Source: an optimization exercise on an open RTL-to-GDS flow (aim: small area, a short achievable clock period and few clock cycles). Production flows keep margins and buffers that such runs may drop. Only simulation tests tie the RTL to the original design; equivalence was not proved. Power is estimated from default activity; no workload was simulated.

## flow/design.v

```verilog
module scc (
    input  wire        clk,
    input  wire        rst,           
    input  wire        cmd_valid,
    input  wire [7:0]  cmd,
    output reg         ready,
    input  wire        ofs_we,
    input  wire [31:0] ofs_wdata,
    output reg  [31:0] ofs,
    output wire [31:0] msf,           
    output reg  [31:0] edc,
    output wire [31:0] status,
    output reg         mem_en,
    output reg         mem_we,
    output reg  [11:0] mem_addr,
    output reg  [7:0]  mem_wdata,
    input  wire [7:0]  mem_rdata
);
    function [7:0] gf_mul2;             
        input [7:0] x;
        gf_mul2 = {x[6:0], 1'b0} ^ (x[7] ? 8'h1D : 8'h00);
    endfunction
    function [7:0] gf_mul;              
        input [7:0] a;
        input [7:0] b;
        integer i;
        reg [7:0] p, t;
        begin
            p = 8'h00;
            t = a;
            for (i = 0; i < 8; i = i + 1) begin
                if (b[i]) p = p ^ t;
                t = gf_mul2(t);
            end
            gf_mul = p;
        end
    endfunction
    function [31:0] edc_lut;            
        input [7:0] idx;
        integer i;
        reg [31:0] r;
        begin
            r = {24'd0, idx};
            for (i = 0; i < 8; i = i + 1)
                r = r[0] ? ((r >> 1) ^ 32'hD8018001) : (r >> 1);
            edc_lut = r;
        end
    endfunction
    function [7:0] bcd7;                
        input [6:0] n;
        begin
            case (n)
            7'd0: bcd7 = 8'h00;
            7'd1: bcd7 = 8'h01;
            7'd2: bcd7 = 8'h02;
            7'd3: bcd7 = 8'h03;
            7'd4: bcd7 = 8'h04;
            7'd5: bcd7 = 8'h05;
            7'd6: bcd7 = 8'h06;
            7'd7: bcd7 = 8'h07;
            7'd8: bcd7 = 8'h08;
            7'd9: bcd7 = 8'h09;
            7'd10: bcd7 = 8'h10;
            7'd11: bcd7 = 8'h11;
            7'd12: bcd7 = 8'h12;
            7'd13: bcd7 = 8'h13;
            7'd14: bcd7 = 8'h14;
            7'd15: bcd7 = 8'h15;
            7'd16: bcd7 = 8'h16;
            7'd17: bcd7 = 8'h17;
            7'd18: bcd7 = 8'h18;
            7'd19: bcd7 = 8'h19;
            7'd20: bcd7 = 8'h20;
            7'd21: bcd7 = 8'h21;
            7'd22: bcd7 = 8'h22;
            7'd23: bcd7 = 8'h23;
            7'd24: bcd7 = 8'h24;
            7'd25: bcd7 = 8'h25;
            7'd26: bcd7 = 8'h26;
            7'd27: bcd7 = 8'h27;
            7'd28: bcd7 = 8'h28;
            7'd29: bcd7 = 8'h29;
            7'd30: bcd7 = 8'h30;
            7'd31: bcd7 = 8'h31;
            7'd32: bcd7 = 8'h32;
            7'd33: bcd7 = 8'h33;
            7'd34: bcd7 = 8'h34;
            7'd35: bcd7 = 8'h35;
            7'd36: bcd7 = 8'h36;
            7'd37: bcd7 = 8'h37;
            7'd38: bcd7 = 8'h38;
            7'd39: bcd7 = 8'h39;
            7'd40: bcd7 = 8'h40;
            7'd41: bcd7 = 8'h41;
            7'd42: bcd7 = 8'h42;
            7'd43: bcd7 = 8'h43;
            7'd44: bcd7 = 8'h44;
            7'd45: bcd7 = 8'h45;
            7'd46: bcd7 = 8'h46;
            7'd47: bcd7 = 8'h47;
            7'd48: bcd7 = 8'h48;
            7'd49: bcd7 = 8'h49;
            7'd50: bcd7 = 8'h50;
            7'd51: bcd7 = 8'h51;
            7'd52: bcd7 = 8'h52;
            7'd53: bcd7 = 8'h53;
            7'd54: bcd7 = 8'h54;
            7'd55: bcd7 = 8'h55;
            7'd56: bcd7 = 8'h56;
            7'd57: bcd7 = 8'h57;
            7'd58: bcd7 = 8'h58;
            7'd59: bcd7 = 8'h59;
            7'd60: bcd7 = 8'h60;
            7'd61: bcd7 = 8'h61;
            7'd62: bcd7 = 8'h62;
            7'd63: bcd7 = 8'h63;
            7'd64: bcd7 = 8'h64;
            7'd65: bcd7 = 8'h65;
            7'd66: bcd7 = 8'h66;
            7'd67: bcd7 = 8'h67;
            7'd68: bcd7 = 8'h68;
            7'd69: bcd7 = 8'h69;
            7'd70: bcd7 = 8'h70;
            7'd71: bcd7 = 8'h71;
            7'd72: bcd7 = 8'h72;
            7'd73: bcd7 = 8'h73;
            7'd74: bcd7 = 8'h74;
            7'd75: bcd7 = 8'h75;
            7'd76: bcd7 = 8'h76;
            7'd77: bcd7 = 8'h77;
            7'd78: bcd7 = 8'h78;
            7'd79: bcd7 = 8'h79;
            7'd80: bcd7 = 8'h80;
            7'd81: bcd7 = 8'h81;
            7'd82: bcd7 = 8'h82;
            7'd83: bcd7 = 8'h83;
            7'd84: bcd7 = 8'h84;
            7'd85: bcd7 = 8'h85;
            7'd86: bcd7 = 8'h86;
            7'd87: bcd7 = 8'h87;
            7'd88: bcd7 = 8'h88;
            7'd89: bcd7 = 8'h89;
            7'd90: bcd7 = 8'h90;
            7'd91: bcd7 = 8'h91;
            7'd92: bcd7 = 8'h92;
            7'd93: bcd7 = 8'h93;
            7'd94: bcd7 = 8'h94;
            7'd95: bcd7 = 8'h95;
            7'd96: bcd7 = 8'h96;
            7'd97: bcd7 = 8'h97;
            7'd98: bcd7 = 8'h98;
            7'd99: bcd7 = 8'h99;
            default: bcd7 = 8'hxx;
            endcase
        end
    endfunction
    reg [23:0] msf_lo;
    reg        msf_hi;               
    reg        sync_ok, form2, blank, addr_ok;
    reg        err;
    reg [1:0]  cause;
    reg [7:0]  fcmd;                 
    assign msf    = {6'd0, msf_hi, 1'b0, msf_lo};
    assign status = {8'd0, fcmd, 5'd0, cause, err, 4'd0, addr_ok, blank, form2, sync_ok};
    reg [6:0]  mf;
    reg [5:0]  ms;
    reg [6:0]  mm;
    reg [4:0]  mc;
    reg        mbit;
    reg        mdone, mbad;
    reg        conv_req;     
    wire [19:0] a150 = {1'b0, ofs[18:0]} + 20'd150;
    wire [7:0]  f2   = {mf, mbit};
    wire        fge  = (f2 >= 8'd75);
    wire [7:0]  f2s  = f2 - 8'd75;
    wire [6:0]  s2   = {ms, fge};
    wire        sge  = (s2 >= 7'd60);
    wire [6:0]  s2s  = s2 - 7'd60;
    reg        busy;         
    reg        st_disp, st_waitm, st_msfw, st_chk, st_edc, st_wr, st_fin;
    reg        st_erd;       
    reg [7:0]  op;           
    reg        op_rst;       
    reg        back;         
    reg [11:0] ptr;          
    reg        rv1, rv2;     
    reg [7:0]  rd_q;
    reg        layer_q;      
    reg [7:0]  wp;           
    reg [5:0]  minor;        
    reg        drain;        
    reg [3:0]  wpend;        
    reg        fresh;        
    reg [7:0]  acc_a, acc_b;
    wire op_synth  = op[5];
    wire op_clr    = op[4] & ~op[1] & ~op[0];
    wire op_wrsync = op[4] & op[0];
    wire op_wraddr = op[4] & op[1];
    wire [5:0]  ecc_last = layer_q ? 6'd42 : 6'd23;
    wire        ecc_wrap = layer_q ? (ptr >= 12'd2160) : (ptr >= 12'd1990);
    wire [11:0] ecc_step = layer_q ? (ecc_wrap ? 12'd88 - 12'd2236 : 12'd88)
                                   : (ecc_wrap ? 12'd86 - 12'd2064 : 12'd86);
    wire [11:0] ecc_cnt  = layer_q ? 12'd52 : 12'd86;
    wire [11:0] ecc_next = !layer_q ? -12'd1977 :
                           (ptr >= 12'd1472) ? (ptr[0] ? -12'd1375 : -12'd1459)
                                             : (ptr[0] ?  12'd861  :  12'd777);
    wire        ecc_lastrd = (minor == ecc_last);
    wire [7:0]  wp_end   = layer_q ? 8'hFB : (op_synth ? 8'h1F : 8'h71);
    reg  [11:0] k_add;
    always @(*) begin
        k_add = 12'd1;
        if (st_erd) k_add = ecc_lastrd ? ecc_next : ecc_step;
        if (st_chk & back) k_add = 12'hFFF;
    end
    wire [11:0] p_sum = ptr + k_add;
    wire [1:0] hidx = st_chk ? {ptr[1] ^ ptr[0], ~ptr[0]} : ptr[1:0];
    wire [6:0] hval = (hidx == 2'd0) ? mm : (hidx == 2'd1) ? {1'b0, ms} : mf;
    wire [7:0] hdr  = (hidx == 2'd3) ? 8'h02 : bcd7(hval);
    wire [7:0] wr_data = op_clr ? 8'h00 :
                         (ptr < 12'd12) ? ((ptr == 12'd0 || ptr == 12'd11) ? 8'h00 : 8'hFF) :
                         (ptr < 12'd16) ? hdr :
                         (ptr[11:2] == 10'd518) ? edc[ptr[1:0]*8 +: 8] : 8'h00;
    wire [11:0] wr_hi  = op_wrsync ? 12'd11 : op_wraddr ? 12'd15 :
                         op_synth ? 12'd2351 : op[4] ? 12'd2351 : 12'd2075;
    reg [7:0] chk_exp;
    reg       chk_last;
    always @(*) begin
        case (op[1:0])
            2'd0: begin      
                chk_exp  = (ptr == 12'd3 || ptr == 12'd14) ? 8'h00 : 8'hFF;
                chk_last = (ptr == 12'd14);
            end
            2'd1: begin      
                chk_exp  = (ptr == 12'd21 || ptr == 12'd25) ? 8'h20 : 8'h00;
                chk_last = (ptr == 12'd26);
            end
            2'd2: begin      
                chk_exp  = 8'h00;
                chk_last = back && (ptr == 12'd21);
            end
            default: begin   
                chk_exp  = hdr;
                chk_last = (ptr == 12'd18);
            end
        endcase
    end
    wire chk_ok = (rd_q == chk_exp);
    wire [31:0] crc_next = (edc >> 8) ^ edc_lut(edc[7:0] ^ rd_q);
    wire [7:0]  acc_a_n = gf_mul2((fresh ? 8'h00 : acc_a) ^ rd_q);
    wire [7:0]  acc_b_n = (fresh ? 8'h00 : acc_b) ^ rd_q;
    wire        wslot0 = st_erd & wpend[2];
    wire        wslot1 = st_erd & wpend[3];
    wire [11:0] wa0    = {4'h8, wp};
    wire [11:0] wa1    = wa0 + ecc_cnt;
    wire [7:0]  ecc_p0  = gf_mul(gf_mul2(acc_a_n) ^ acc_b_n, 8'hF4);
    task go_idle;
        begin
            busy     <= 1'b0;
            ready    <= 1'b1;
            st_disp  <= 1'b0; st_waitm <= 1'b0; st_msfw <= 1'b0; st_chk <= 1'b0;
            st_edc   <= 1'b0; st_wr    <= 1'b0; st_fin  <= 1'b0;
            st_erd   <= 1'b0;
        end
    endtask
    task fault;
        input [1:0] c;
        begin
            go_idle;
            err   <= 1'b1;
            cause <= c;
            fcmd  <= op;
        end
    endtask
    task ecc_start;
        input q;
        begin
            st_erd   <= 1'b1;
            layer_q  <= q;
            ptr      <= 12'd12;
            wp       <= q ? 8'hC8 : 8'h1C;
            minor    <= 6'd0;
            drain    <= 1'b0;
            wpend    <= 4'd0;
            fresh    <= 1'b1;
        end
    endtask
    task conv_start;
        begin
            mc    <= 5'd18;
            mbit  <= 1'b0;
            mdone <= 1'b0;
            mf    <= 7'd0;
            ms    <= 6'd0;
            mm    <= 7'd0;
        end
    endtask
    wire ecc_rd = st_erd & ~drain & ~wpend[2] & ~wpend[3];
    wire iss_rd = st_chk | st_edc | ecc_rd;
    wire iss_wr = st_wr | wslot0 | wslot1;
    always @(posedge clk) begin
        mem_addr  <= wslot0 ? wa0 : wslot1 ? wa1 : ptr;
        mem_en    <= iss_rd | iss_wr;
        mem_we    <= iss_wr;
        mem_wdata <= wslot0 ? ecc_p0 : wslot1 ? (mem_wdata ^ acc_b) : wr_data;
        rv1       <= mem_en & ~mem_we & busy;
        rv2       <= rv1 & busy;
        rd_q      <= mem_rdata;
        if (rv2) begin
            acc_a <= acc_a_n;
            acc_b <= acc_b_n;
            fresh <= 1'b0;
        end
        if (wslot0)
            fresh <= 1'b1;
        if (!mdone) begin
            if (mc == 5'd30) begin
                mdone <= 1'b1;
                mbad  <= (|ofs[31:19]) | a150[19] | (mm >= 7'd100);
            end else begin
                mbit <= a150[mc];
                mc   <= mc - 5'd1;
                mf   <= fge ? f2s[6:0] : f2[6:0];
                ms   <= sge ? s2s[5:0] : s2[5:0];
                mm   <= {mm[5:0], sge};
            end
        end
        conv_req <= 1'b0;
        if (conv_req)
            conv_start;
        if (ofs_we)                              
            ofs <= ofs_wdata;
        begin
            if (!busy) begin
                if (ofs_we)
                    conv_req <= 1'b1;
                op     <= cmd;
                op_rst <= (cmd == 8'hFF);
                if (cmd_valid) begin
                    busy    <= 1'b1;
                    ready   <= 1'b0;
                    st_disp <= 1'b1;
                end
            end
            if (st_disp) begin
                st_disp <= 1'b0;
                if (op_rst) begin
                    ofs     <= 32'd0;
                    msf_lo  <= 24'd0;
                    msf_hi  <= 1'b0;
                    edc     <= 32'd0;
                    sync_ok <= 1'b0;
                    form2   <= 1'b0;
                    blank   <= 1'b0;
                    addr_ok <= 1'b0;
                    err     <= 1'b0;
                    cause   <= 2'd0;
                    fcmd    <= 8'h00;
                    conv_req <= 1'b1;
                    go_idle;
                end else if (err) begin
                    go_idle;                         
                end else begin
                    case (op)
                        8'h01, 8'h0B, 8'h12, 8'h20:      
                            st_waitm <= 1'b1;
                        8'h02: begin                     
                            st_edc <= 1'b1;
                            edc    <= 32'd0;
                            ptr    <= 12'd16;
                        end
                        8'h03, 8'h04:                    
                            ecc_start(op[2]);
                        8'h08, 8'h09, 8'h0A: begin       
                            st_chk <= 1'b1;
                            back   <= 1'b0;
                            ptr    <= op[1:0] == 2'd0 ? 12'd0 : 12'd16;
                        end
                        8'h10, 8'h11: begin              
                            st_wr <= 1'b1;
                            ptr   <= 12'd0;
                        end
                        default:
                            fault(2'd2);
                    endcase
                end
            end
            if (st_waitm && mdone) begin
                st_waitm <= 1'b0;
                if (mbad)
                    fault(2'd1);
                else if (op[4]) begin                    
                    st_wr <= 1'b1;
                    ptr   <= 12'd12;
                end else if (op[5]) begin                
                    st_wr <= 1'b1;
                    ptr   <= 12'd0;
                    edc   <= 32'd0;
                end else if (op[3]) begin                
                    st_chk <= 1'b1;
                    back   <= 1'b0;
                    ptr    <= 12'd12;
                end else begin                           
                    st_msfw <= 1'b1;
                    ptr     <= 12'd12;
                end
            end
            if (st_msfw) begin
                msf_lo <= {hdr, msf_lo[23:8]};
                ptr    <= p_sum;
                if (ptr[1:0] == 2'd2) begin
                    msf_hi <= 1'b1;
                    go_idle;
                end
            end
            if (st_wr) begin
                ptr <= p_sum;
                if (ptr == wr_hi) begin
                    st_wr <= 1'b0;
                    if (op_synth)
                        ecc_start(1'b0);
                    else
                        st_fin <= 1'b1;
                end
            end
            if (st_fin)
                go_idle;
            if (st_chk) begin
                ptr <= p_sum;
                if (!back && op[1:0] == 2'd2 && ptr == 12'd23) begin
                    back <= 1'b1;
                    ptr  <= 12'd2351;
                end
                if (rv2 && (!chk_ok || chk_last)) begin
                    case (op[1:0])
                        2'd0: sync_ok <= chk_ok;
                        2'd1: form2   <= chk_ok;
                        2'd2: blank   <= chk_ok;
                        default: addr_ok <= chk_ok;
                    endcase
                    go_idle;
                end
            end
            if (st_edc) begin
                ptr <= p_sum;
                if (rv2)
                    edc <= crc_next;
                if (ptr == 12'd2074) begin           
                    st_edc <= 1'b0;
                    st_wr  <= 1'b1;
                    ptr    <= 12'd2072;
                end
            end
            if (st_erd) begin
                wpend <= {wpend[2:0], 1'b0};
                if (ecc_rd) begin
                    ptr <= p_sum;
                    if (ecc_lastrd) begin
                        wpend[0] <= 1'b1;
                        minor    <= 6'd0;
                        if (wp == wp_end)
                            drain <= 1'b1;
                        if (op_synth && layer_q && wp == 8'hC9)
                            ptr <= 12'd1990;         
                    end else
                        minor <= minor + 6'd1;
                end
                if (wslot1) begin
                    wp <= (op_synth && layer_q && wp == 8'hC9) ? 8'hF6 : wp + 8'd1;
                    if (drain) begin
                        st_erd <= 1'b0;
                        if (op_synth && !layer_q)
                            ecc_start(1'b1);
                        else
                            st_fin <= 1'b1;
                    end
                end
            end
        end
        if (rst) begin
            go_idle;
            busy     <= 1'b1;
            ready    <= 1'b0;
            st_disp  <= 1'b1;
            op_rst   <= 1'b1;
            mem_en   <= 1'b0;
            mem_we   <= 1'b0;
            conv_req <= 1'b1;
        end
    end
endmodule
```

## flow/flow/run.sh

```bash
#!/bin/bash
# The standard layout (standard.sh) with these changes:
# - port buffers are buf_1 cells instead of the default delay buffers;
# - the clock tree uses larger sink clusters and no dummy loads;
# - the timing repair aims for a period well below the clock's (a setup
#   margin), may size cells to other footprints, and repairs the worst
#   endpoint only.
# ORFS writes each step's full log under orfs/logs; make's own output goes to
# flow_make.log here.
set -o pipefail
bash standard.sh SETUP_SLACK_MARGIN=${SCC_SETUP_MARGIN:-20.5} MATCH_CELL_FOOTPRINT=0 \
    TNS_END_PERCENT=0 "BUFFER_PORTS_ARGS=-buffer_cell sky130_fd_sc_hd__buf_1" \
    "CTS_ARGS=-sink_clustering_enable -repair_clock_nets -sink_clustering_size 24 -sink_clustering_max_diameter 100 -dont_use_dummy_load" \
    finish > flow_make.log 2>&1
```

## flow/standard.sh

```bash
#!/bin/bash
# synth_recipe.tcl (not shown) runs the flow's synth.tcl, then flattens the netlist and writes it again
# the make line also repeats each setting of config.mk as NAME=value (left out here)
make -C /OpenROAD-flow-scripts/flow DESIGN_CONFIG=/design/flow/config.mk WORK_HOME=/design/flow/orfs CLKGATE_MAP_FILE= SYNTH_SCRIPT=/design/flow/synth_recipe.tcl "${@:-finish}"
```

## flow/config.mk

```make
export PLATFORM = sky130hd
export DESIGN_NAME = scc
export DESIGN_NICKNAME = scc
export VERILOG_FILES = /design/flow/design.v
export SDC_FILE = /design/flow/constraint.sdc
export NUM_CORES = 4
export LEC_CHECK = 0
export CAP_MARGIN = 20
export CORE_MARGIN = 2
export CORE_UTILIZATION = 40
export PLACE_DENSITY = 0.75
export SLEW_MARGIN = 20
```

## flow/constraint.sdc

```tcl
create_clock -name core_clock -period 27.0 [get_ports {clk}]
set_input_delay 5.4000 -clock core_clock [delete_from_list [all_inputs] [get_ports {clk}]]
set_output_delay 5.4000 -clock core_clock [all_outputs]
set_load 0.01 [all_outputs]
```

==> flow_summary.toml, run 1 <==
[cts]
holdBufCountCts = 0
clk_pin_slew_ps = 100
post_cts_buffers = 0
numCtsBuffers = 13
clock_latency_ps = 480
clock_sinks = 234
tritoncts = "yes"
cts.root.buffer_cell = "clkbuf_16"
clockBufferDepth = 3
h-tree-depth = 1

[die]
start_util_pct = 40.4
dieArea_um2 = 35100
fp.dieW_um = 187
core_um2 = 33300
die_h_um = 187
num_rows = 67
io_pins = 203

[sta]
post-route-period-util_pct = 24.1
drv_slew = 0
rsz0062_at_grt = "true"
setup_tns_ps = 0
setup_viol = 0
maxSlewHeadroom_pct = 29.4
post-route-min-period_ps = 6510
finalHoldViolCount = 0
worst_pin_slew_ps = 1060
clock_skew_ps = 9.89
fmax_mhz = 154

[run_status]
status = "no timing/DRC/antenna violations"

[setup_path]
start_kind = "register"
crit_path_cell_trace = "buf_1"
cp.arrival_ps = 1110
cpMaxStageDelayCell = "dfxtp_1"
crit_buf_inv = 1
cpLargestDelayFamily = "flip-flops"
endpoint_kind = "primary output"
cp.required_ps = 21600
slowest_delay_ps = 390
critPathKind = "register to primary output"
crit_fanout = 3

[synthesis]
synth_top_family_by_area = "compound AO/OA/AOI/OAI gates"
synth_area_per_cell_um2 = 8.60
synth_fa_ha_area_share_pct = 3.39
ys_async_sr_fraction_pct = 0
yosys_warnings = 1
yosys.area_share.simple_pct = 19.2
synth-main-ff-cell = "dfxtp_1"
synthMuxAreaShare_pct = 5.20
yosysUniqueCellTypes = 85
yosysSeqAreaShare_pct = 38.5
synth_xor_area_share_pct = 7.80
synth_seq_cells = 234
synth-compound-area-share_pct = 20.3
netlist_area_um2 = 13400
synthCells = 1564
synth_edf_count = 49

[power_and_ir_drop]
netSwitchingPower_mw = 0.254
p_int_mw = 0.540
comb_power_share_pct = 24.5
seq_power_share_pct = 50.6
switching_share_pct = 32.0
power_density_nw_per_um2 = 54.5
p_clk_share_pct = 24.9
vdd.ir_drop.worst_v = 0.0000583
leakagePower_nw = 5.44

[global_routing]
grt_pass1_wl_mm = 59.4
antenna_found_initial = 0
grtUsageTotal_pct = 20.5
grt_max_degree = 35
grt_overflow = 0
grt_pass1_vias = 11200

[route]
wire_per_inst_um = 17.6
firstDrtPassIters = 8
wirelength_mm = 37.1
vias = 12000
drc_errors = 0
vias_per_cell = 5.68
drt_iter0_drc = 1070
postRouteAntennaNets = 0

[placement]
dpl-instance-area_um2 = 14200
io_buffer_count = 178
dpl.hpwl_mm = 27.5
gp_congestion = 0.912

[flow_run]
drv_cap = 0

[layout]
layout-drive-gt1-share_pct = 3.73
layout_commonest_cell = "nand2_1"
finish.instance_area_um2 = 14600
n_antenna_cell = 0
area_delta_synth_final_pct = 8.37
nets = 1751
final_cell_mix = "nand2_1, dfxtp_1, buf_1"

[hold_path]
min_path_type = "register to register"
-- flip-flops by register name, indices dropped and copies added (netlist names), 4 cells and up --
register	count
acc_a	8
acc_b	8
edc	32
fcmd	8
mc	5
mem_addr	12
mem_wdata	8
mf	7
minor	6
mm	7
ms	6
msf_lo	24
ofs	32
op	8
ptr	12
rd_q	8
wp	8
wpend	4
-- synthesized netlist by cell type (14+ instances only) --
library cell / instances / share of area (%)
nand2_1: 186 / 5.2
dfxtp_1: 185 / 28
nor2_1: 129 / 3.6
o21ai_0: 108 / 4.0
a21oi_1: 101 / 3.8
clkbuf_1: 82 / 2.3
xnor2_1: 76 / 5.0
edfxtp_1: 49 / 11
mux2i_1: 47 / 3.5
xor2_1: 41 / 2.7
inv_1: 40 / 1.1
and2_1: 38 / 1.8
nand3_1: 38 / 1.4
ha_1: 34 / 3.2
buf_4: 31 / 1.7
a211oi_1: 27 / 1.5
nor3_1: 23 / 0.86
and3_1: 21 / 0.98
a22o_1: 20 / 1.3
a31oi_1: 19 / 0.88
a22oi_1: 16 / 0.89
nor2b_1: 15 / 0.70
nand4_1: 14 / 0.65
-- final cells by class --
cell class	instances	area, um2
fillers	3270	18700
multi-input cells	1188	7620
flip-flops and latches	234	5180
repair buffers	186	731
well taps	448	561
clock buffers	13	325
inverters	41	154
-- worst paths after layout --
kind | start | to | slack, ps | cells after the start
worst max-delay path | fcmd[1] | status[17] | 20490 | 1
worst min-delay path | rv1 | rv2 | 450 | 1
worst max register to register | ptr[1] | busy | 21430 | 17
worst min register to register | rv1 | rv2 | 450 | 1
-- power groups by stage --
stage               combinational (mW)  clock [mW]  sequential, mW
global placement                 0.187           0           0.408
finish                           0.194       0.198           0.402
CTS                              0.193       0.201           0.401
global route                     0.214       0.215           0.404
detailed placement               0.192           0           0.409
floorplan                        0.149           0           0.401
-- kinds of logic (layout without fill, tap and decap cells) --
| family | after synthesis | in the layout |
|---|---|---|
| mux | 58 | 58 |
| simple gates | 539 | 539 |
| fa+ha+maj | 36 | 36 |
| compound gates | 413 | 413 |
| buf+inv | 165 | 240 |
| xor+xnor | 118 | 118 |
| other cells | 1 | 24 |
| flops | 234 | 234 |
-- stage by stage --
stage / std cells / setup WS, ps / utilization, % / total power [mW] / hold slack (ps)
final: 2110 / 20490 / 43.8 / 0.793 / 446
after global routing: 2110 / 20450 / 43.8 / 0.834 / 460
after CTS: 2110 / 20480 / 43.8 / 0.795 / 447
after detailed placement: 2097 / 20300 / 42.8 / 0.601 / 425
after global placement: 2097 / 20360 / 42.8 / 0.595 / 423
after floorplan: 1587 / 20500 / - / 0.550 / 412
-- routing by layer --
| metal | vias up | global-route usage [%] | routed length, um |
|---|---|---|---|
| met1 | 5655 | 28.1 | 16400 |
| met3 | 52 | 4.78 | 3540 |
| li1 | 5752 | - | - |
| met2 | 528 | 32.5 | 16400 |
| met5 | - | 0 | 0 |
| met4 | 0 | 4.98 | 750 |
-- what timing repair did --
| item | CTS | global route |
|---|---|---|
| hold endpoints to repair | 0 | 0 |
| setup endpoints to repair | 4 | 46 |
| gates resized for setup | 1 | 2 |
Testbench counts, summed over its fixed seeds: cycles 406,049.
==> run 2, diff against run 1 <==
--- a/flow/config.mk
+++ b/flow/config.mk
@@ -10,3 +10,3 @@
 export CORE_UTILIZATION = 40
-export PLACE_DENSITY = 0.75
+export PLACE_DENSITY = 0.6
 export SLEW_MARGIN = 20
==> flow_summary.toml, run 2 <==
[synthesis]
synth_area_leaders = "dfxtp_1, edfxtp_1, nand2_1"
synth-compound-area-share_pct = 20.3
synth_edf_count = 49
yosys.area_share.simple_pct = 19.2
synth_fa_ha_area_share_pct = 3.39
synth-main-ff-cell = "dfxtp_1"
synth_xor_area_share_pct = 7.80
synth_seq_cells = 234
yosys_warnings = 1
yosysUniqueCellTypes = 85
synth_top_family_by_area = "compound AO/OA/AOI/OAI gates"
netlist.area_leader.share_pct = 27.6
netlist_area_um2 = 13400
synthCells = 1564
yosysMostFrequentCell = "nand2_1"
synth_area_per_cell_um2 = 8.60
ys_async_sr_fraction_pct = 0
yosysSeqAreaShare_pct = 38.5
yosys-top-cells-count = "nand2_1, dfxtp_1, nor2_1, o21ai_0, a21oi_1"
synth_top_cell_by_area = "dfxtp_1"
synthMuxAreaShare_pct = 5.20

[sta]
drv_slew = 0
post-route-min-period_ps = 6520
finalHoldViolCount = 0
worst_slack_ps = 20480
setup_tns_ps = 0
whs_ps = 443
rsz0062_at_grt = "true"
maxSlewHeadroom_pct = 30.1
worst_pin_slew_ps = 1050
fmax_mhz = 153
clock_skew_ps = 38.1
setup_viol = 0
post-route-period-util_pct = 24.1

[die]
core_um2 = 33300
start_util_pct = 40.4
dieArea_um2 = 35100
fp.dieW_um = 187
io_pins = 203
die_h_um = 187
num_rows = 67

[power_and_ir_drop]
netSwitchingPower_mw = 0.259
p_clk_share_pct = 26.3
power_density_nw_per_um2 = 55.1
leakagePower_nw = 5.47
switching_share_pct = 32.2
seq_power_share_pct = 49.8
vdd.ir_drop.worst_v = 0.0000457
comb_power_share_pct = 23.9
p_int_mw = 0.546

[placement]
dpl.hpwl_mm = 27.4
io_buffer_count = 178
gp_congestion = 0.893
place_worst_setup_slack_ps = 20310
placed_cells = 2098

[route]
wirelength_mm = 37.7
firstDrtPassIters = 5
wire_per_inst_um = 17.9
vias_per_cell = 5.65
drc_errors = 0
postRouteAntennaNets = 0
drt_iter0_drc = 898
vias = 11900

[layout]
nets = 1753
largestRegisters = "edc x32, ofs x32, msf_lo x24"
n_antenna_cell = 0
final_cell_mix = "nand2_1, dfxtp_1, buf_1"
layout_commonest_cell = "nand2_1"
area_delta_synth_final_pct = 8.63
fin_util_pct = 43.9
layout-drive-gt1-share_pct = 4.03
fin_cells = 2112

[setup_path]
cpLargestDelayFamily = "flip-flops"
slowest_delay_ps = 440
cp.arrival_ps = 1120
cpMaxStageDelayCell = "dfxtp_1"
critPathKind = "register to primary output"
start_kind = "register"
endpoint_kind = "primary output"
crit_path_cell_trace = "buf_1"
cp.required_ps = 21600
crit_buf_inv = 1
crit_fanout = 4

[cts]
clk_pin_slew_ps = 110
clock_latency_ps = 500
cts.root.buffer_cell = "clkbuf_16"
numCtsBuffers = 14
tritoncts = "yes"
h-tree-depth = 1
clockBufferDepth = 3
clock_sinks = 234

[global_routing]
grt_pass1_wl_mm = 60.9
grt_max_degree = 35
grtUsageTotal_pct = 20.9
grt_overflow = 0
grt_pass1_vias = 11300
antenna_found_initial = 0

[run_status]
status = "no timing/DRC/antenna violations"

[hold_path]
min_path_type = "register to register"

[flow_run]
drv_cap = 0
## run 2: routing by layer
layer / global-route usage [%] / routed length (um) / up-vias
met5: 0 / 0 / -
met4: 5.25 / 758 / 0
met3: 3.90 / 3170 / 55
met2: 32.6 / 16300 / 507
met1: 29.8 / 17500 / 5608
li1: - / - / 5753
## run 2: layout make-up
cell class | instances | area (um2)
inverter | 41 | 154
timing repair buffer | 187 | 742
sequential | 234 | 5180
fill | 3365 | 18700
tap | 448 | 561
clock buffer | 14 | 350
multi-input combinational | 1188 | 7620
## run 2: cell families after synthesis
logic type,Yosys count
simple gates,539
compound gates,413
flops,234
buf+inv,165
xor+xnor,118
mux,58
fa+ha+maj,36
other cells,1
## run 2: power by group through the flow
stage               combinational, mW  clock (mW)  sequential (mW)
finish                          0.193       0.212            0.401
global route                    0.212       0.230            0.404
CTS                             0.192       0.219            0.400
detailed placement              0.191           0            0.408
global placement                0.189           0            0.408
floorplan                       0.149           0            0.401
## run 2: what timing repair did
item                       CTS  global route
setup buffers                0             0
setup endpoints to repair   21            61
hold buffers                 0             0
gates resized for setup      1             6
## run 2: metrics by stage
stage	total power, mW	instance area, um2
global placement	0.597	14200
global route	0.846	14600
floorplan	0.550	13500
CTS	0.812	14600
finish	0.805	14600
detailed placement	0.599	14200
## run 2: path summary, 6_finish.rpt
check,from,end,slack [ps],cells past startpoint
worst max register to register,ptr[1],busy,21390,15
worst min register to register,rv1,rv2,440,1
worst min-delay path,rv1,rv2,440,1
worst max-delay path,edc[4],edc[4],20480,1
==> run 3, diff against run 2 <==
--- a/flow/design.v
+++ b/flow/design.v
@@ -259,2 +259,3 @@
             ready    <= 1'b1;
+            mem_en   <= 1'b0;            
             st_disp  <= 1'b0; st_waitm <= 1'b0; st_msfw <= 1'b0; st_chk <= 1'b0;
==> flow_summary.toml, run 3 <==
[cts]
clk_pin_slew_ps = 100
tritoncts = "yes"
h-tree-depth = 1
clockBufferDepth = 3
post_cts_buffers = 0
numCtsBuffers = 14
clock_sinks = 234
holdBufCountCts = 0
cts.root.buffer_cell = "clkbuf_16"
clock_latency_ps = 510

[route]
drt_iter0_drc = 956
wl_met1_mm = 18.5
wl_met2_mm = 17.5
vias_per_cell = 5.68
top_layer = "met5"
vias = 12200
firstDrtPassIters = 6
postRouteAntennaNets = 0
drc_errors = 0
wirelength_mm = 39.7
met3WireLength_mm = 2.83
wire_per_inst_um = 18.4

[layout]
fillers = 3443
largestRegisters = "edc x32, ofs x32, msf_lo x24"
n_antenna_cell = 0
finish.instance_area_um2 = 15000
nets = 1790
fin_cells = 2156
multiInputGateArea_um2 = 7970
area_delta_synth_final_pct = 8.72
layout-drive-gt1-share_pct = 4.82
layout_commonest_cell = "dfxtp_1"
fin_util_pct = 43.7
regArea_um2 = 5180
final_cell_mix = "dfxtp_1, nand2_1, buf_1"

[sta]
setup_tns_ps = 0
post-route-min-period_ps = 6520
drv_slew = 0
maxSlewHeadroom_pct = 29.1
worst_pin_slew_ps = 1060
setup_viol = 0
fmax_mhz = 153
post-route-period-util_pct = 24.2
rsz0062_at_grt = "true"
finalHoldViolCount = 0
clock_skew_ps = 57.6

[placement]
io_buffer_count = 178
dpl-instance-area_um2 = 14600
gp_congestion = 0.881
placed_cells = 2141
dpl.hpwl_mm = 29.2

[synthesis]
yosys-top-cells-count = "dfxtp_1, nand2_1, nor2_1, o21ai_0, a21oi_1"
yosysUniqueCellTypes = 97
yosysMostFrequentCell = "dfxtp_1"
ys_async_sr_fraction_pct = 0
synth_top_cell_by_area = "dfxtp_1"
yosys_warnings = 1
yosysSeqAreaShare_pct = 37.5
synthCells = 1596
netlist_area_um2 = 13800
netlist.area_leader.share_pct = 26.8
synth_area_per_cell_um2 = 8.64
synth_edf_count = 49
synth_seq_cells = 234
synth-main-ff-cell = "dfxtp_1"
synth_area_leaders = "dfxtp_1, edfxtp_1, xnor2_1"

[setup_path]
crit_path_cell_trace = "buf_1"
slowest_delay_ps = 420
cp.required_ps = 21600
endpoint_kind = "primary output"
cp.arrival_ps = 1120
start_kind = "register"
crit_fanout = 4
cpMaxStageDelayCell = "dfxtp_1"
cpLargestDelayFamily = "flip-flops"
crit_buf_inv = 1
critPathKind = "register to primary output"

[die]
dieArea_um2 = 36000
core_um2 = 34300
die_h_um = 190
num_rows = 68
start_util_pct = 40.2
io_pins = 203
fp.dieW_um = 190

[power_and_ir_drop]
power_density_nw_per_um2 = 52.6
vdd.ir_drop.worst_v = 0.0000417
leakagePower_nw = 5.55

[global_routing]
grt_max_degree = 38
grt_pass1_vias = 11500
grt_overflow = 0
antenna_found_initial = 0
grt_pass1_wl_mm = 62.8
grtUsageTotal_pct = 21.4

[hold_path]
min_path_type = "register to register"

[flow_run]
drv_cap = 0

[run_status]
status = "no timing/DRC/antenna violations"
[run 3: cells by family after synthesis]
| family | after synthesis | synth area share, % |
|---|---|---|
| mux | 49 | 4.42 |
| fa+ha+maj | 35 | 3.23 |
| buf+inv | 166 | 5.44 |
| simple gates | 551 | 19.4 |
| xor+xnor | 117 | 7.54 |
| compound gates | 443 | 22.4 |
| other cells | 1 | 0.0272 |
| flops | 234 | 37.5 |
[run 3: final timing paths]
kind,depth (start not counted),start,slack [ps],endpoint
max,1,edc[21],20480,edc[21]
min,2,wpend[0],460,wpend[0]
max reg2reg,16,ptr[0],22320,ready
min reg2reg,2,wpend[0],460,wpend[0]
[run 3: timing repair]
item	4_1_cts	5_1_grt
gates resized for setup	4	5
hold endpoints to repair	0	0
endpoints found under the setup margin	27	48
[run 3: routing by layer]
metal | global-route usage, % | vias up
met5 | 0.824 | -
met4 | 5.84 | 2
met3 | 3.28 | 55
met2 | 33.9 | 482
met1 | 30.4 | 5762
li1 | - | 5943
[run 3: final cells by class]
class | instances | area share, %
tap | 455 | 3.80
inverter | 44 | 1.10
sequential | 234 | 34.6
timing repair buffer | 190 | 5.08
multi-input combinational | 1219 | 53.1
clock buffer | 14 | 2.34
[run 3: through the flow]
stage / total power, mW / worst slack (ps) / hold slack [ps]
2_1_floorplan: 0.538 / 20500 / 412
3_3_place_gp: 0.584 / 20360 / 419
3_5_place_dp: 0.586 / 20310 / 438
4_1_cts: 0.795 / 20430 / 453
5_1_grt: 0.828 / 20440 / 489
6_report: 0.789 / 20480 / 457
[run 3: where the power goes]
part | internal (mW) | switching (mW)
Combinational | 0.0703 | 0.110
Clock | 0.0932 | 0.115
Sequential | 0.374 | 0.0259
Total | 0.538 | 0.251
Testbench counts of run 3, summed over its fixed seeds: cycles 406,049.
==> run 4, diff against run 3 <==
--- a/flow/design.v
+++ b/flow/design.v
@@ -259,3 +259,2 @@
             ready    <= 1'b1;
-            mem_en   <= 1'b0;            
             st_disp  <= 1'b0; st_waitm <= 1'b0; st_msfw <= 1'b0; st_chk <= 1'b0;
--- a/flow/config.mk
+++ b/flow/config.mk
@@ -9,4 +9,4 @@
 export CORE_MARGIN = 2
-export CORE_UTILIZATION = 40
-export PLACE_DENSITY = 0.6
+export CORE_UTILIZATION = 50
+export PLACE_DENSITY = 0.7
 export SLEW_MARGIN = 20
==> flow_summary.toml, run 4 <==
[sta]
fmax_mhz = 153
maxSlewHeadroom_pct = 29.7
finalHoldViolCount = 0
post-route-period-util_pct = 24.2
setup_viol = 0
clock_skew_ps = 72.7
post-route-min-period_ps = 6540
setup_tns_ps = 0
drv_slew = 0
worst_pin_slew_ps = 1060
rsz0062_at_grt = "true"
worst_slack_ps = 20460

[die]
io_pins = 203
start_util_pct = 50.4
fp.dieW_um = 168
core_um2 = 26700
dieArea_um2 = 28200
num_rows = 60
die_h_um = 168

[synthesis]
netlist.area_leader.share_pct = 27.6
synth_edf_count = 49
yosysSeqAreaShare_pct = 38.5
yosys_warnings = 1
yosysUniqueCellTypes = 85
netlist_area_um2 = 13400
yosysMostFrequentCell = "nand2_1"
yosys-top-cells-count = "nand2_1, dfxtp_1, nor2_1, o21ai_0, a21oi_1"
synth_seq_cells = 234
ys_async_sr_fraction_pct = 0
synth_area_leaders = "dfxtp_1, edfxtp_1, nand2_1"
synthCells = 1564
synth_area_per_cell_um2 = 8.60
synth-main-ff-cell = "dfxtp_1"
synth_top_cell_by_area = "dfxtp_1"

[power_and_ir_drop]
comb_power_share_pct = 24.0
vdd.ir_drop.worst_v = 0.0000500
netSwitchingPower_mw = 0.256
p_clk_share_pct = 26.0
seq_power_share_pct = 50.0
leakagePower_nw = 5.47
p_int_mw = 0.546
switching_share_pct = 31.9
power_density_nw_per_um2 = 55.3

[global_routing]
antenna_found_initial = 0
grt_pass1_wl_mm = 58.6
grtUsageTotal_pct = 25.2
grt_overflow = 0
grt_max_degree = 35
grt_pass1_vias = 11200

[layout]
nets = 1755
area_delta_synth_final_pct = 7.84
final_cell_mix = "nand2_1, dfxtp_1, buf_1"
layout-drive-gt1-share_pct = 3.84
largestRegisters = "edc x32, ofs x32, msf_lo x24"
n_antenna_cell = 0
layout_commonest_cell = "nand2_1"

[route]
vias_per_cell = 5.95
vias = 11900
drc_errors = 0
wirelength_mm = 36.5
drt_iter0_drc = 1082
firstDrtPassIters = 5
wire_per_inst_um = 18.2
postRouteAntennaNets = 0

[cts]
cts.root.buffer_cell = "clkbuf_16"
post_cts_buffers = 0
clock_latency_ps = 510
clock_sinks = 234
numCtsBuffers = 14
cts_resized = 1
holdBufCountCts = 0
h-tree-depth = 1
clk_pin_slew_ps = 100
clockBufferDepth = 3
tritoncts = "yes"

[setup_path]
cpLargestDelayFamily = "flip-flops"
cp.arrival_ps = 1140
crit_fanout = 4
crit_path_cell_trace = "buf_1"
critPathKind = "register to primary output"
crit_buf_inv = 1
endpoint_kind = "primary output"
start_kind = "register"
cpMaxStageDelayCell = "dfxtp_1"
slowest_delay_ps = 430
cp.required_ps = 21600

[flow_run]
drv_cap = 0

[placement]
dpl.hpwl_mm = 26.6
place_worst_setup_slack_ps = 20320
io_buffer_count = 178
gp_congestion = 0.944

[run_status]
status = "no timing/DRC/antenna violations"

[hold_path]
min_path_type = "register to register"
run 4: cell count changes after synthesis, moves of 6 or more:
cell,delta
a21oi_1,+20
a211oi_1,+14
a22oi_1,-13
nand2_1,+10
mux2i_1,+9
nor3_1,-9
a221oi_1,+6
a311oi_1,-6
o211ai_1,-6
o21ai_0,-6
o21bai_1,-6
run 4: worst reg2reg max path: stages, from the launching register on:
cell	delay (ps)
dfxtp_1	320
inv_1	180
ha_1	330
mux2i_1	490
nand2_1	160
o221ai_2	590
ha_1	390
a21oi_1	100
a311o_1	350
a31oi_1	450
mux2i_1	260
nand4b_1	180
o41ai_2	640
or3b_1	470
o31ai_2	190
run 4: final cells by class:
cell class / instances / area, um2
clock buffers: 14 / 350
flip-flops and latches: 234 / 5180
inverters: 41 / 154
fillers: 2509 / 12200
well taps: 341 / 427
repair buffers: 189 / 759
multi-input cells: 1188 / 7630
run 4: stage by stage:
| step | cell area (um2) | utilization [%] | hold slack (ps) | power [mW] | std cells |
|---|---|---|---|---|---|
| finish | 14500 | 54.4 | 455 | 0.802 | 2007 |
| global placement | 14100 | 53.0 | 416 | 0.594 | 1992 |
| CTS | 14500 | 54.4 | 455 | 0.805 | 2007 |
| global route | 14500 | 54.4 | 478 | 0.841 | 2007 |
| floorplan | 13500 | - | 412 | 0.550 | 1587 |
| detailed placement | 14100 | 53.1 | 440 | 0.598 | 1993 |
run 4: path summary, 6_finish.rpt:
check,start,to,slack [ps],cells after the start
max reg2reg,ptr[1],st_fin,21840,14
min reg2reg,rv1,rv2,450,1
min,rv1,rv2,450,1
max,edc[6],edc[6],20460,1
run 4: kinds of logic after synthesis:
family	Yosys count	synth area share (%)
AOI/OAI and AO/OA	413	20.3
muxes	58	5.20
buffers and inverters	165	5.56
and+or+nand+nor	539	19.2
adders and majority gates	36	3.39
xor gates and xnor gates	118	7.80
other	1	0.0279
DFF	234	38.5
run 4: per-layer routing:
layer  wire (um)  vias to the layer above  global-route usage, %
li1            -                     5767                      -
met1       16700                     5623                   35.0
met2       16000                      494                   40.5
met4         817                        0                   6.28
met5           0                        -                      0
met3        3050                       57                   4.98
run 4: power by group through the flow:
stage | clock [mW] | sequential (mW) | combinational [mW]
floorplan | 0 | 0.401 | 0.149
detailed placement | 0 | 0.408 | 0.190
CTS | 0.214 | 0.400 | 0.191
global route | 0.225 | 0.404 | 0.212
global placement | 0 | 0.408 | 0.186
finish | 0.209 | 0.401 | 0.192
Testbench counts of run 4, summed over its fixed seeds: cycles 406,049.
==> run 5, diff against run 4 <==
--- a/flow/design.v
+++ b/flow/design.v
@@ -259,2 +259,3 @@
             ready    <= 1'b1;
+            mem_en   <= 1'b0;            
             st_disp  <= 1'b0; st_waitm <= 1'b0; st_msfw <= 1'b0; st_chk <= 1'b0;
@@ -329,3 +330,3 @@
             conv_start;
-        if (ofs_we)                              
+        if (ofs_we && !busy)                     
             ofs <= ofs_wdata;
--- a/flow/config.mk
+++ b/flow/config.mk
@@ -9,4 +9,4 @@
 export CORE_MARGIN = 2
-export CORE_UTILIZATION = 50
-export PLACE_DENSITY = 0.7
+export CORE_UTILIZATION = 40
+export PLACE_DENSITY = 0.75
 export SLEW_MARGIN = 20
==> flow_summary.toml, run 5 <==
[setup_path]
start_kind = "register"
crit_path_cell_trace = "buf_1"
crit_buf_inv = 1
cpMaxStageDelayCell = "dfxtp_1"
critPathKind = "register to primary output"
reg2reg_from = "layer_q"
cpLargestDelayFamily = "flip-flops"
cp.required_ps = 21600
crit_start = "edc[19]"
cp.arrival_ps = 1160
endpoint_kind = "primary output"
slowest_delay_ps = 420
crit_fanout = 4

[global_routing]
grt_overflow = 0
met2_usage_pct = 33.9
grt_max_degree = 36
antenna_found_initial = 0
met1_usage_pct = 29.5
use_met3_pct = 4.04
grt_pass1_wl_mm = 62.1
top_usage_layer = "met2"
grtUsageTotal_pct = 21.4
grt_pass1_vias = 11600

[layout]
layout_commonest_cell = "nand2_1"
fillers = 3363
nets = 1802
n_antenna_cell = 0
fin_util_pct = 43.9
area_delta_synth_final_pct = 8.50
final_cell_mix = "nand2_1, dfxtp_1, buf_1"
fin_cells = 2161
layout-drive-gt1-share_pct = 4.50
largestRegisters = "edc x32, ofs x32, msf_lo x24"
regArea_um2 = 5180
multiInputGateArea_um2 = 7620

[sta]
worst_pin_slew_ps = 1140
maxSlewHeadroom_pct = 23.6
setup_viol = 0
drv_slew = 0
fmax_mhz = 152
post-route-min-period_ps = 6560
setup_tns_ps = 0
post-route-period-util_pct = 24.3
clock_skew_ps = 43.2
rsz0062_at_grt = "true"
finalHoldViolCount = 0

[hold_path]
min_from = "mem_we"
min_path_type = "register to register"

[placement]
io_buffer_count = 178
dpl.hpwl_mm = 28.4
gp_congestion = 0.938
placed_cells = 2146

[synthesis]
synth_area_per_cell_um2 = 8.36
synth_area_leaders = "dfxtp_1, edfxtp_1, nand2_1"
yosysSeqAreaShare_pct = 38.3
yosysMostFrequentCell = "nand2_1"
synth_edf_count = 49
netlist_area_um2 = 13500
yosys_warnings = 1
synth_top_cell_by_area = "dfxtp_1"
synth_seq_cells = 234
ys_async_sr_fraction_pct = 0
yosysUniqueCellTypes = 98
netlist.area_leader.share_pct = 27.4
synth-main-ff-cell = "dfxtp_1"
yosys-top-cells-count = "nand2_1, dfxtp_1, a21oi_1, nor2_1, o21ai_0"
synthCells = 1616

[die]
dieArea_um2 = 35300
fp.dieW_um = 188
die_h_um = 188
num_rows = 67
io_pins = 203
start_util_pct = 40.5
core_um2 = 33400

[power_and_ir_drop]
leakagePower_nw = 5.34
power_density_nw_per_um2 = 51.9
vdd.ir_drop.worst_v = 0.0000455

[cts]
numCtsBuffers = 14
clockBufferDepth = 3
clk_pin_slew_ps = 100
tritoncts = "yes"
post_cts_buffers = 0
clock_latency_ps = 510
h-tree-depth = 1
clock_sinks = 234
cts.root.buffer_cell = "clkbuf_16"

[route]
vias = 12400
drt_iter0_drc = 1189
firstDrtPassIters = 6
wire_per_inst_um = 18.2
postRouteAntennaNets = 0
vias_per_cell = 5.72
wirelength_mm = 39.3
drc_errors = 0

[flow_run]
drv_cap = 0

[run_status]
status = "no timing/DRC/antenna violations"
run 5: changes by cell type in the layout (fill, tap and decap cells not counted), sizes merged, moves of 7 or more:
cell / change
xor2: -10
nand2: +57
o31ai: -7
o22ai: +9
mux2i: -38
a211oi: -13
nor2: -12
xnor2: +9
inv: +12
nor4: +8
a31oi: +7
a21oi: +20
run 5: layout make-up:
cell class	count	share of cell area [%]
well taps	448	3.82
flip-flops and latches	234	35.3
repair buffers	188	5.12
inverters	54	1.38
clock buffers	14	2.39
multi-input cells	1223	52.0
run 5: routing by layer:
layer / part of all wire (%) / vias to the layer above
met5: 0 / -
met4: 3.1 / 0
met3: 8.8 / 81
met2: 44 / 585
met1: 44 / 5819
li1: - / 5880
run 5: power by group:
part           switching, mW  internal, mW
logic                 0.0962        0.0630
registers             0.0190         0.370
clock network          0.119        0.0934
total                  0.234         0.527
run 5: final timing paths:
check	end	slack (ps)	cells after the start
worst max-delay path	edc[19]	20440	1
worst min-delay path	rv1	430	1
worst max register to register	ptr[10]	22240	20
worst min register to register	rv1	430	1
run 5: logic make-up after synthesis:
group	count (synthesis)	synth area share, %
and+or+nand+nor	592	20.7
AOI/OAI and AO/OA	433	21.2
DFF	234	38.3
buffers and inverters	182	6.13
xor gates and xnor gates	118	7.86
adders and majority gates	35	3.30
muxes	21	2.44
other	1	0.0278
run 5: timing repair:
item	CTS	global route
pin swaps	0	0
hold buffers	0	0
gates resized for setup	1	2
hold endpoints to repair	0	0
setup endpoints to repair	36	62
run 5: worst reg2reg max path, stage by stage (launching register included):
cell      delay, ps
dfxtp_1         610
clkinv_1        520
nor4b_1         450
nand3b_1        120
nand2_1          80
nand2_1         240
nand3_1         180
ha_1            180
inv_1            60
fa_1            410
nor2b_1         150
o21ai_0         120
a21boi_0        170
o21ai_0         110
a21boi_0        240
o21ai_0         140
a21boi_0        260
o21ai_0         140
and3_1          220
o22ai_1         150
nor3b_1         180
run 5: through the flow:
step / total power [mW] / hold WS (ps) / area, um2 / setup slack [ps]
5_1_grt: 0.795 / 447 / 14700 / 20410
3_3_place_gp: 0.550 / 407 / 14300 / 20270
6_report: 0.761 / 425 / 14700 / 20440
4_1_cts: 0.764 / 427 / 14600 / 20440
3_5_place_dp: 0.553 / 416 / 14300 / 20190
2_1_floorplan: 0.513 / 412 / 13600 / 20810
Testbench counts of run 5, summed over its fixed seeds: cycles 406,049.
==> run 6, diff against run 5 <==
--- a/flow/flow/run.sh
+++ b/flow/flow/run.sh
@@ -6,3 +6,3 @@
 #   margin), may size cells to other footprints, and repairs the worst
-#   endpoint only.
+#   quarter of the failing endpoints.
 # ORFS writes each step's full log under orfs/logs; make's own output goes to
@@ -11,3 +11,3 @@
 bash standard.sh SETUP_SLACK_MARGIN=${SCC_SETUP_MARGIN:-20.5} MATCH_CELL_FOOTPRINT=0 \
-    TNS_END_PERCENT=0 "BUFFER_PORTS_ARGS=-buffer_cell sky130_fd_sc_hd__buf_1" \
+    TNS_END_PERCENT=25 "BUFFER_PORTS_ARGS=-buffer_cell sky130_fd_sc_hd__buf_1" \
     "CTS_ARGS=-sink_clustering_enable -repair_clock_nets -sink_clustering_size 24 -sink_clustering_max_diameter 100 -dont_use_dummy_load" \
==> flow_summary.toml, run 6 <==
[route]
postRouteAntennaNets = 0
vias_per_cell = 5.72
wire_per_inst_um = 18.2
wirelength_mm = 39.3
drt_iter0_drc = 1273
firstDrtPassIters = 5
vias = 12400
drc_errors = 0

[layout]
largestRegisters = "edc x32, ofs x32, msf_lo x24"
finish.instance_area_um2 = 14700
fillers = 3360
area_delta_synth_final_pct = 8.77
final_cell_mix = "nand2_1, buf_1, dfxtp_1"
nets = 1802
fin_util_pct = 44.0
n_antenna_cell = 0
layout-drive-gt1-share_pct = 6.19
layout_commonest_cell = "nand2_1"

[synthesis]
synth_area_leaders = "dfxtp_1, edfxtp_1, nand2_1"
netlist.area_leader.share_pct = 27.4
yosysUniqueCellTypes = 98
synth-main-ff-cell = "dfxtp_1"
synthCells = 1616
synth_area_per_cell_um2 = 8.36
yosysMostFrequentCell = "nand2_1"
synth_top_cell_by_area = "dfxtp_1"
ys_async_sr_fraction_pct = 0
yosysSeqAreaShare_pct = 38.3
yosys-top-cells-count = "nand2_1, dfxtp_1, a21oi_1, nor2_1, o21ai_0"
netlist_area_um2 = 13500
yosys_warnings = 1
synth_edf_count = 49
synth_seq_cells = 234

[die]
start_util_pct = 40.5
num_rows = 67
io_pins = 203
dieArea_um2 = 35300
fp.dieW_um = 188
core_um2 = 33400
die_h_um = 188

[cts]
post_cts_buffers = 0
clock_sinks = 234
numCtsBuffers = 14
clock_latency_ps = 520
tritoncts = "yes"
cts.root.buffer_cell = "clkbuf_16"
clockBufferDepth = 3
clk_pin_slew_ps = 100
h-tree-depth = 1

[hold_path]
min_path_type = "register to register"
whs_path_depth = 1

[sta]
clock_skew_ps = 45.6
drv_slew = 0
fmax_mhz = 153
setup_tns_ps = 0
setup_viol = 0
worst_pin_slew_ps = 1080
maxSlewHeadroom_pct = 27.4
rsz0062_at_grt = "true"
finalHoldViolCount = 0
post-route-period-util_pct = 24.2
post-route-min-period_ps = 6530

[power_and_ir_drop]
power_density_nw_per_um2 = 51.8
vdd.ir_drop.worst_v = 0.0000476
leakagePower_nw = 5.38

[setup_path]
critPathKind = "register to primary output"
slowest_delay_ps = 400
reg2reg_depth = 20
endpoint_kind = "primary output"
cp_num_cells = 1
cp.required_ps = 21600
cpLargestDelayFamily = "flip-flops"
cp.arrival_ps = 1130
cpMaxStageDelayCell = "dfxtp_1"
crit_buf_inv = 1
crit_fanout = 2
crit_path_cell_trace = "buf_1"
start_kind = "register"

[global_routing]
grtUsageTotal_pct = 21.4
grt_overflow = 0
grt_pass1_vias = 11600
antenna_found_initial = 0
grt_max_degree = 36
grt_pass1_wl_mm = 62.1

[placement]
dpl.hpwl_mm = 28.4
gp_congestion = 0.938
dpl-instance-area_um2 = 14300
io_buffer_count = 178

[flow_run]
drv_cap = 0

[run_status]
status = "no timing/DRC/antenna violations"
run 6: cell counts after synthesis:
No cell type changed its count.
run 6: logic make-up after synthesis:
logic type | count (synthesis) | synth area share (%)
flip-flops | 234 | 38.3
AND/OR/NAND/NOR | 592 | 20.7
buffers and inverters | 182 | 6.13
other | 1 | 0.0278
multiplexers | 21 | 2.44
AO/OA/AOI/OAI | 433 | 21.2
XOR/XNOR | 118 | 7.86
adder cells (fa/ha/maj) | 35 | 3.30
run 6: where the power goes:
part | internal [mW] | switching (mW) | total [mW]
clock network | 0.0934 | 0.120 | 0.213
registers | 0.371 | 0.0190 | 0.390
logic | 0.0630 | 0.0961 | 0.159
total | 0.527 | 0.235 | 0.762
run 6: area by class of cell:
| cell class | count | area, um2 | area share [%] |
|---|---|---|---|
| multi-input cells | 1223 | 7620 | 51.8 |
| flip-flops and latches | 234 | 5200 | 35.4 |
| repair buffers | 188 | 763 | 5.19 |
| well taps | 448 | 561 | 3.81 |
| clock buffers | 14 | 350 | 2.38 |
| inverters | 54 | 203 | 1.38 |
run 6: path summary, 6_finish.rpt:
path	startpoint	end	slack, ps
worst min-delay path	mem_we	rv1	430
worst min register to register	mem_we	rv1	430
worst max register to register	layer_q	ptr[10]	22280
worst max-delay path	blank	status[2]	20470
run 6: timing repair:
action,4_1_cts,5_1_grt
setup endpoints to repair,36,55
hold buffers,0,0
resized for setup,11,21
run 6: stage by stage:
| step | setup slack [ps] | hold WS, ps | total power [mW] | cells |
|---|---|---|---|---|
| 3_3_place_gp | 20270 | 407 | 0.550 | 2146 |
| 6_report | 20470 | 426 | 0.762 | 2161 |
| 5_1_grt | 20450 | 447 | 0.795 | 2161 |
| 2_1_floorplan | 20810 | 412 | 0.513 | 1639 |
| 3_5_place_dp | 20190 | 416 | 0.553 | 2146 |
| 4_1_cts | 20470 | 427 | 0.764 | 2160 |
run 6: metal layers:
layer	wire (um)	up-vias	GRT usage [%]
met1	17400	5878	29.5
met2	17500	523	33.9
li1	-	5881	-
met3	3270	77	4.04
met4	1170	0	7.12
met5	0	-	0
==> run 7, diff against run 6 <==
==> flow/flow/run.sh (replaced) <==
#!/bin/bash
# The standard layout (standard.sh) with these changes:
# - port buffers are buf_1 cells instead of the default delay buffers;
# - the clock tree uses larger sink clusters and no dummy loads;
# - the timing repair aims for a period well below the clock's (a setup
#   margin), may size cells to other footprints, and repairs the worst
#   endpoint only.
# ORFS writes each step's full log under orfs/logs; make's own output goes to
# flow_make.log here.
set -o pipefail
bash standard.sh SETUP_SLACK_MARGIN=${SCC_SETUP_MARGIN:-20.5} MATCH_CELL_FOOTPRINT=0 \
    TNS_END_PERCENT=0 "BUFFER_PORTS_ARGS=-buffer_cell sky130_fd_sc_hd__buf_1" \
    "CTS_ARGS=-sink_clustering_enable -repair_clock_nets -sink_clustering_size 24 -sink_clustering_max_diameter 100 -dont_use_dummy_load -no_insertion_delay" \
    finish > flow_make.log 2>&1
==> flow_summary.toml, run 7 <==
[run_status]
status = "no timing/DRC/antenna violations"

[hold_path]
holdPathEnd = "rv1"
min_path_type = "register to register"
min_from = "mem_we"
whs_path_depth = 1

[cts]
h-tree-depth = 1
clock_latency_ps = 510
tritoncts = "yes"
numCtsBuffers = 14
cts_resized = 1
clk_pin_slew_ps = 100
cts.root.buffer_cell = "clkbuf_16"
holdBufCountCts = 0
post_cts_buffers = 0
clock_sinks = 234
clockBufferDepth = 3

[setup_path]
reg2reg_to = "ptr[10]"
start_kind = "register"
cp.required_ps = 21600
endpoint_kind = "primary output"
critPathKind = "register to primary output"
cpMaxStageDelayCell = "dfxtp_1"
reg2reg_from = "layer_q"
slowest_delay_ps = 420
crit_path_cell_trace = "buf_1"
crit_buf_inv = 1
cpLargestDelayFamily = "flip-flops"
ff2ff_setup_slack_ps = 22240
reg2reg_depth = 20
cp.arrival_ps = 1160
crit_fanout = 4

[synthesis]
yosysUniqueCellTypes = 98
netlist_area_um2 = 13500
synth_seq_cells = 234
yosys_warnings = 1
yosys-top-cells-count = "nand2_1, dfxtp_1, a21oi_1, nor2_1, o21ai_0"
synth_area_per_cell_um2 = 8.36
yosysSeqAreaShare_pct = 38.3
yosysMostFrequentCell = "nand2_1"
synth_top_cell_by_area = "dfxtp_1"
synth_edf_count = 49
ys_async_sr_fraction_pct = 0
netlist.area_leader.share_pct = 27.4
synth-main-ff-cell = "dfxtp_1"
synth_area_leaders = "dfxtp_1, edfxtp_1, nand2_1"
synthCells = 1616

[route]
vias = 12400
firstDrtPassIters = 6
wire_per_inst_um = 18.2
postRouteAntennaNets = 0
wirelength_mm = 39.3
drt_iter0_drc = 1189
drc_errors = 0
vias_per_cell = 5.72

[sta]
fmax_mhz = 152
clock_skew_ps = 43.2
worst_pin_slew_ps = 1140
drv_slew = 0
maxSlewHeadroom_pct = 23.6
setup_viol = 0
post-route-min-period_ps = 6560
rsz0062_at_grt = "true"
post-route-period-util_pct = 24.3
worst_slack_ps = 20440
setup_tns_ps = 0
finalHoldViolCount = 0

[power_and_ir_drop]
comb_power_share_pct = 20.9
vdd.ir_drop.worst_v = 0.0000455
power_density_nw_per_um2 = 51.9
switching_share_pct = 30.8
p_int_mw = 0.527
netSwitchingPower_mw = 0.234
seq_power_share_pct = 51.2
p_clk_share_pct = 27.9
leakagePower_nw = 5.34

[placement]
gp_congestion = 0.938
place_worst_setup_slack_ps = 20190
dpl.hpwl_mm = 28.4
io_buffer_count = 178
dpl-instance-area_um2 = 14300

[die]
num_rows = 67
dieArea_um2 = 35300
die_h_um = 188
start_util_pct = 40.5
io_pins = 203
fp.dieW_um = 188
core_um2 = 33400

[layout]
n_antenna_cell = 0
layout-drive-gt1-share_pct = 4.50
largestRegisters = "edc x32, ofs x32, msf_lo x24"
layout_commonest_cell = "nand2_1"
finish.instance_area_um2 = 14700
nets = 1802
final_cell_mix = "nand2_1, dfxtp_1, buf_1"
area_delta_synth_final_pct = 8.50

[global_routing]
grt_pass1_wl_mm = 62.1
grtUsageTotal_pct = 21.4
grt_pass1_vias = 11600
grt_max_degree = 36
antenna_found_initial = 0
grt_overflow = 0

[flow_run]
drv_cap = 0
run 7: metrics by stage:
stage | power, mW | utilization (%) | instances | hold WS (ps)
CTS | 0.764 | 43.9 | 2160 | 427
global placement | 0.550 | 42.8 | 2146 | 407
global route | 0.795 | 43.9 | 2161 | 447
finish | 0.761 | 43.9 | 2161 | 425
detailed placement | 0.553 | 42.8 | 2146 | 416
floorplan | 0.513 | - | 1639 | 412
run 7: how the worst max path moves through the flow:
stage	slack [ps]	end	startpoint	depth (start not counted)
floorplan	20810	ofs[10]	ofs_we	5
global placement	20270	ofs[1]	ofs_we	4
detailed placement	20190	ofs[6]	ofs_we	4
CTS	20440	edc[19]	edc[19]	1
global route	20410	ofs[10]	ofs[10]	1
finish	20440	edc[19]	edc[19]	1
run 7: layout make-up:
type | instances | area (um2)
Clock buffer | 14 | 350
Timing Repair Buffer | 188 | 751
Multi-Input combinational cell | 1223 | 7620
Tap cell | 448 | 561
Fill cell | 3363 | 18700
Inverter | 54 | 203
Sequential cell | 234 | 5180
run 7: power groups by stage:
stage          registers, mW  logic [mW]  clock network (mW)
2_1_floorplan          0.391       0.122                   0
3_3_place_gp           0.396       0.154                   0
3_5_place_dp           0.397       0.157                   0
4_1_cts                0.389       0.158               0.217
5_1_grt                0.392       0.174               0.229
6_report               0.389       0.159               0.212
run 7: layer usage:
metal | global-route usage (%) | vias up | wire length (um)
li1 | - | 5880 | -
met1 | 29.5 | 5819 | 17300
met2 | 33.9 | 585 | 17300
met3 | 4.04 | 81 | 3450
met4 | 7.12 | 0 | 1200
met5 | 0 | - | 0
run 7: kinds of logic (layout without fill, tap and decap cells):
group	count (synthesis)	count (layout)	synth area share [%]
flops	234	234	38.3
xor+xnor	118	118	7.86
buf+inv	182	256	6.13
mux	21	21	2.44
compound gates	433	433	21.2
fa+ha+maj	35	35	3.30
simple gates	592	592	20.7
other cells	1	24	0.0278
==> run 8, diff against run 7 <==
--- a/flow/flow/run.sh
+++ b/flow/flow/run.sh
@@ -12,3 +12,3 @@
     TNS_END_PERCENT=0 "BUFFER_PORTS_ARGS=-buffer_cell sky130_fd_sc_hd__buf_1" \
-    "CTS_ARGS=-sink_clustering_enable -repair_clock_nets -sink_clustering_size 24 -sink_clustering_max_diameter 100 -dont_use_dummy_load -no_insertion_delay" \
+    "CTS_ARGS=-sink_clustering_enable -repair_clock_nets -sink_clustering_size 24 -sink_clustering_max_diameter 100 -dont_use_dummy_load -sink_clustering_levels 1" \
     finish > flow_make.log 2>&1
==> flow_summary.toml, run 8 <==
[power_and_ir_drop]
netSwitchingPower_mw = 0.234
vdd.ir_drop.worst_v = 0.0000455
seq_power_share_pct = 51.2
p_int_mw = 0.527
switching_share_pct = 30.8
power_density_nw_per_um2 = 51.9
comb_power_share_pct = 20.9
leakagePower_nw = 5.34
p_clk_share_pct = 27.9

[die]
dieArea_um2 = 35300
core_um2 = 33400
die_h_um = 188
io_pins = 203
start_util_pct = 40.5
num_rows = 67
fp.dieW_um = 188

[placement]
dpl.hpwl_mm = 28.4
dpl-instance-area_um2 = 14300
io_buffer_count = 178
gp_congestion = 0.938

[sta]
post-route-min-period_ps = 6560
drv_slew = 0
rsz0062_at_grt = "true"
post-route-period-util_pct = 24.3
fmax_mhz = 152
finalHoldViolCount = 0
clock_skew_ps = 43.2
maxSlewHeadroom_pct = 23.6
worst_pin_slew_ps = 1140
setup_viol = 0
setup_tns_ps = 0

[hold_path]
min_path_type = "register to register"
holdPathEnd = "rv1"
whs_path_depth = 1
min_from = "mem_we"

[cts]
post_cts_buffers = 0
clock_sinks = 234
numCtsBuffers = 14
clk_pin_slew_ps = 100
cts.root.buffer_cell = "clkbuf_16"
clockBufferDepth = 3
clock_latency_ps = 510
h-tree-depth = 1
tritoncts = "yes"

[route]
postRouteAntennaNets = 0
drt_iter0_drc = 1189
drc_errors = 0
wire_per_inst_um = 18.2
wl_met2_mm = 17.3
wl_met1_mm = 17.3
wirelength_mm = 39.3
vias = 12400
top_layer = "met4"
vias_per_cell = 5.72
firstDrtPassIters = 6
met3WireLength_mm = 3.45

[synthesis]
synth_top_cell_by_area = "dfxtp_1"
yosysSeqAreaShare_pct = 38.3
synth_edf_count = 49
synth_seq_cells = 234
synth_area_per_cell_um2 = 8.36
netlist.area_leader.share_pct = 27.4
synth-main-ff-cell = "dfxtp_1"
synthCells = 1616
netlist_area_um2 = 13500
synth_area_leaders = "dfxtp_1, edfxtp_1, nand2_1"
ys_async_sr_fraction_pct = 0
yosys-top-cells-count = "nand2_1, dfxtp_1, a21oi_1, nor2_1, o21ai_0"
yosys_warnings = 1
yosysMostFrequentCell = "nand2_1"
yosysUniqueCellTypes = 98

[setup_path]
reg2reg_depth = 20
endpoint_kind = "primary output"
ff2ff_setup_slack_ps = 22240
crit_path_cell_trace = "buf_1"
reg2reg_to = "ptr[10]"
slowest_delay_ps = 420
crit_buf_inv = 1
cp.arrival_ps = 1160
cpMaxStageDelayCell = "dfxtp_1"
cp_num_cells = 1
start_kind = "register"
crit_fanout = 4
critPathKind = "register to primary output"
cp.required_ps = 21600
cpLargestDelayFamily = "flip-flops"
reg2reg_from = "layer_q"

[global_routing]
antenna_found_initial = 0
grt_overflow = 0
grtUsageTotal_pct = 21.4
grt_pass1_vias = 11600
grt_pass1_wl_mm = 62.1
grt_max_degree = 36

[layout]
n_antenna_cell = 0
largestRegisters = "edc x32, ofs x32, msf_lo x24"
area_delta_synth_final_pct = 8.50
nets = 1802
fin_util_pct = 43.9
multiInputGateArea_um2 = 7620
final_cell_mix = "nand2_1, dfxtp_1, buf_1"
finish.instance_area_um2 = 14700
regArea_um2 = 5180
layout-drive-gt1-share_pct = 4.50
fillers = 3363
layout_commonest_cell = "nand2_1"

[flow_run]
drv_cap = 0

[run_status]
status = "no timing/DRC/antenna violations"
[run 8: worst max path at each step]
stage / from / endpoint / slack [ps]
after floorplan: ofs_we / ofs[10] / 20810
after global placement: ofs_we / ofs[1] / 20270
after CTS: edc[19] / edc[19] / 20440
after global routing: ofs[10] / ofs[10] / 20410
final: edc[19] / edc[19] / 20440
after detailed placement: ofs_we / ofs[6] / 20190
[run 8: logic make-up after synthesis]
| kind of cell | Yosys count | synth area share (%) |
|---|---|---|
| xor+xnor | 118 | 7.86 |
| mux | 21 | 2.44 |
| compound gates | 433 | 21.2 |
| flops | 234 | 38.3 |
| other cells | 1 | 0.0278 |
| fa+ha+maj | 35 | 3.30 |
| simple gates | 592 | 20.7 |
| buf+inv | 182 | 6.13 |
[run 8: what timing repair did]
action	in CTS	in global routing
endpoints found under the setup margin	36	62
gates resized for setup	1	2
hold buffers	0	0
endpoints found under the hold margin	0	0
[run 8: cell type report]
| cell class | count | area share, % |
|---|---|---|
| Clock buffer | 14 | 2.39 |
| Inverter | 54 | 1.38 |
| Multi-Input combinational cell | 1223 | 52.0 |
| Tap cell | 448 | 3.82 |
| Sequential cell | 234 | 35.3 |
| Timing Repair Buffer | 188 | 5.12 |
[run 8: metal layers]
layer,vias to the layer above,track usage [%]
li1,5880,-
met1,5819,29.5
met2,585,33.9
met3,81,4.04
met4,0,7.12
met5,-,0
[run 8: metrics by stage]
step                      power [mW]  hold slack [ps]  instances  setup slack [ps]
after CTS                      0.764              427       2160             20440
final                          0.761              425       2161             20440
after floorplan                0.513              412       1639             20810
after global placement         0.550              407       2146             20270
after global routing           0.795              447       2161             20410
after detailed placement       0.553              416       2146             20190
[run 8: power groups by stage]
stage | clock network, mW | logic, mW | registers [mW]
after global routing | 0.229 | 0.174 | 0.392
after detailed placement | 0 | 0.157 | 0.397
after global placement | 0 | 0.154 | 0.396
final | 0.212 | 0.159 | 0.389
after CTS | 0.217 | 0.158 | 0.389
after floorplan | 0 | 0.122 | 0.391

Check on run 8: ideal ports give 20.442 ns setup slack; a clkbuf_16 on the clock port and buf_2 on the inputs give 20.391 ns; moving port delays by the midpoint clock arrival (0.542 ns) as well gives 20.512 ns.
